Context: an optimization exercise on an open-source flow, tuned for small area, a short achievable clock period and few clock cycles per item. The choices shown serve that exercise and are no tape-out recipe.
Only simulation tests tie the RTL to the original design; equivalence was not proved.
No activity file was given, so power comes from the tool's default toggle rates.

## run a
Design lz_compress, start of the top module:
module lz_compress (
    input  wire        clk,
    input  wire        rst,
    input  wire        start,
    input  wire [12:0] src_len,
    input  wire [12:0] dst_cap,
    output wire        busy,
    output reg         done,
    output wire [7:0]  err_code,
    output wire [12:0] result_len,
    output wire [11:0] src_addr,
    input  wire [7:0]  src_rdata,
    output reg         dst_we,
    output reg  [12:0] dst_addr,
    output reg  [7:0]  dst_wdata,
    output reg  [11:0] head_addr,
    output reg         head_we,
    output reg  [12:0] head_wdata,
    input  wire [12:0] head_rdata,
    output reg  [10:0] chain_addr,
    output reg         chain_we,
    output wire [10:0] chain_wdata,
    input  wire [10:0] chain_rdata
);
For scale: roughly 260 flip-flops, about 19000 um^2 of cells after synthesis.
clock: 10.0 ns
lec_check: 0
cap_margin: 20
core_margin: 2
core_utilization: 50
cts_buf_list: sky130_fd_sc_hd__clkbuf_4 sky130_fd_sc_hd__clkbuf_8
slew_margin: 20
standard.sh (not shown) runs the stock make flow with config.mk's settings and CLKGATE_MAP_FILE= SYNTH_SCRIPT=/design/flow/synth_recipe.tcl, a recipe that flattens the netlist after the stock synthesis.
==> flow/flow/run.sh <==
#!/bin/bash
# Standard layout (the standard.sh, standard synthesis), with plain
# buffers (buf_1) on the ports instead of the delay buffers buffer_ports picks
# by default, and timing repair aiming 5 ns below the 10 ns clock.
set -euo pipefail
export BUFFER_PORTS_ARGS="-buffer_cell sky130_fd_sc_hd__buf_1"
export SETUP_SLACK_MARGIN=5.0
bash standard.sh > standard.log 2>&1
Looking at the reports, run a completed the entire flow and the layout it produced met the timing, DRC and antenna checks.
Testbench counts of run a, summed over its fixed seeds: cycles 333,986, bytes 47,585.
[inputs] run b vs run a
-- flow/design.v --
<<< run a, line 63
    assign src_addr    = sa;
    assign chain_wdata = lk;
    function [12:0] radd;
        input [12:0] a, b;
        input        ci;
        integer      k;
        reg          c;
        begin
            c = ci;
            for (k = 0; k < 13; k = k + 1) begin
                radd[k] = a[k] ^ b[k] ^ c;
                c       = (a[k] & b[k]) | (c & (a[k] ^ b[k]));
            end
        end
    endfunction
    function eligible;
        input [7:0] b;
>>> run b, line 63
    assign src_addr    = sa;
    assign chain_wdata = lk;
    function eligible;
        input [7:0] b;
<<< run a, line 124
    wire [7:0]  lb       = (state == S_T1) ? w[2] : ((state == S_T0) ? w[1] : w[0]);
    wire        lb_lit   = eligible(lb) && (run_len == 4'd0);
    wire [12:0] co1      = radd(co, 13'd0, 1'b1);
    wire [12:0] co2      = radd(co, 13'd1, 1'b1);
    wire [12:0] q1       = radd(q, 13'd0, 1'b1);
    wire [12:0] rem1     = radd(rem, 13'h1fff, 1'b0);
    wire [12:0] sa1      = radd({1'b0, sa}, 13'd0, 1'b1);
    wire [12:0] q10      = radd(q, 13'd10, 1'b0);
    wire        t_pair   = (rem == 13'd2) && (w[1] == 8'h20) && (w[2][7:6] == 2'b01);
    reg        new_we;
>>> run b, line 111
    wire [7:0]  lb       = (state == S_T1) ? w[2] : ((state == S_T0) ? w[1] : w[0]);
    wire        lb_lit   = eligible(lb) && (run_len == 4'd0);
    wire [12:0] co1      = co + 13'd1;
    wire        t_pair   = (rem == 13'd2) && (w[1] == 8'h20) && (w[2][7:6] == 2'b01);
    reg        new_we;
<<< run a, line 274
                        state <= S_HA;
                    end else begin
                        q  <= q1;
                        sa <= sa1[11:0];
                    end
                end
                S_HA: begin
                    q <= q1;
                    if (cnt == 4'd0 && !ins_ok)
                        state <= S_T0;
>>> run b, line 256
                        state <= S_HA;
                    end else begin
                        q  <= q + 13'd1;
                        sa <= sa + 12'd1;
                    end
                end
                S_HA: begin
                    q <= q + 13'd1;
                    if (cnt == 4'd0 && !ins_ok)
                        state <= S_T0;
<<< run a, line 292
                    if (cnt != 4'd0) begin
                        cnt   <= cnt - 4'd1;
                        rem   <= rem1;
                        ins_ok <= (rem >= 13'd4);
                        sa    <= sa1[11:0];
                        state <= S_HA;
                    end else begin
>>> run b, line 274
                    if (cnt != 4'd0) begin
                        cnt   <= cnt - 4'd1;
                        rem   <= rem - 13'd1;
                        ins_ok <= (rem >= 13'd4);
                        sa    <= sa + 12'd1;
                        state <= S_HA;
                    end else begin
<<< run a, line 300
                        p     <= head_rdata[11:0];
                        room  <= ~hd[10:0];
                        sa    <= hvalid ? head_rdata[11:0] : q10[11:0];
                        iv    <= 1'b1;
                        ik    <= 4'd0;
>>> run b, line 282
                        p     <= head_rdata[11:0];
                        room  <= ~hd[10:0];
                        sa    <= hvalid ? head_rdata[11:0] : q[11:0] + 12'd10;
                        iv    <= 1'b1;
                        ik    <= 4'd0;
<<< run a, line 317
                        bd    <= ~room;
                        fv    <= 1'b0;
                        sa    <= q10[11:0];
                        state <= S_DEC;
                    end else if (sw) begin
>>> run b, line 299
                        bd    <= ~room;
                        fv    <= 1'b0;
                        sa    <= q[11:0] + 12'd10;
                        state <= S_DEC;
                    end else if (sw) begin
<<< run a, line 326
                        fv <= 1'b0;
                        if (!sw_valid) begin
                            sa    <= q10[11:0];
                            state <= S_DEC;
                        end else begin
>>> run b, line 308
                        fv <= 1'b0;
                        if (!sw_valid) begin
                            sa    <= q[11:0] + 12'd10;
                            state <= S_DEC;
                        end else begin
<<< run a, line 346
                end
                S_DEC: begin
                    q   <= q1;
                    rem <= rem1;
                    ins_ok <= (rem >= 13'd4);
                    cnt <= tok_len - 4'd1;
>>> run b, line 328
                end
                S_DEC: begin
                    q   <= q + 13'd1;
                    rem <= rem - 13'd1;
                    ins_ok <= (rem >= 13'd4);
                    cnt <= tok_len - 4'd1;
<<< run a, line 360
                        if (run_len == 4'd0) begin
                            hdr <= co;
                            co  <= co2;
                        end else begin
                            co  <= co1;
>>> run b, line 342
                        if (run_len == 4'd0) begin
                            hdr <= co;
                            co  <= co + 13'd2;
                        end else begin
                            co  <= co1;
<<< run a, line 383
                            if (run_len == 4'd0) begin
                                hdr <= co;
                                co  <= co2;
                            end else begin
                                co  <= co1;
>>> run b, line 365
                            if (run_len == 4'd0) begin
                                hdr <= co;
                                co  <= co + 13'd2;
                            end else begin
                                co  <= co1;
[summary]
- Run b: full flow OK, the timing, DRC and antenna checks passed
- Run b gives more via count than run a did.
- Delta (run b minus run a): starting utilization of the core area went up 0.65 points; count of clock-buffer cells in the layout went down 7; delay of the slowest cell on the worst path went down 0.02 ns.
- Diff run a -> run b | post-route worst setup slack | increase of 0.046 ns
- On clock power, run b and run a are neck and neck.
- Part of the Yosys area used for sequential elements: run b lower than run a
- Final cycle utilization of the critical path: run b lower than run a
- Looking at proportion of power drawn by the clock network, run b sits 13 points higher than run a does.
- The clock skew of run a and that of run b are within noise of each other.
- Global-route total usage across every layer, run b and run a: higher on run b
- Area of all placed cells without fillers: run b vs run a up 2.1%
- Against run a, run b comes in 2.7% higher on die area.
- Proportion of power drawn by flip-flops and latches: run b vs run a up 7.1 points
Testbench counts of run b, summed over its fixed seeds: cycles 333,986, bytes 47,585.

==> port drivers added, routing unchanged <==
The results above use ideal ports. As a check the final layouts listed here were re-extracted and re-timed, cells and wires unchanged.
Step 1 assumes that a clkbuf_16 drives the clock port and a buf_2 every other input.
Step 2 adds t to the input delays and takes it off the output delays; t is the mean of the earliest and latest rising clock arrival at the registers after step 1. Input paths then give back, and output paths get back, about the clock's delay inside the block.
Slacks: no drivers / after step 1 / after step 2; pairs: no drivers / after step 1.
run | t (ns) | slack for setup (ns) | worst data-port slew with drivers (ns)
run a | 0.678 | 5.179 / 5.147 / 4.533 | 0.06
run b | 0.710 | 5.225 / 5.225 / 4.549 | 0.07
After both steps setup and hold are still met in every run listed. For run b, which loses most, drivers alone change the setup slack by 0.000 ns; drivers and shift together by -0.676 ns.
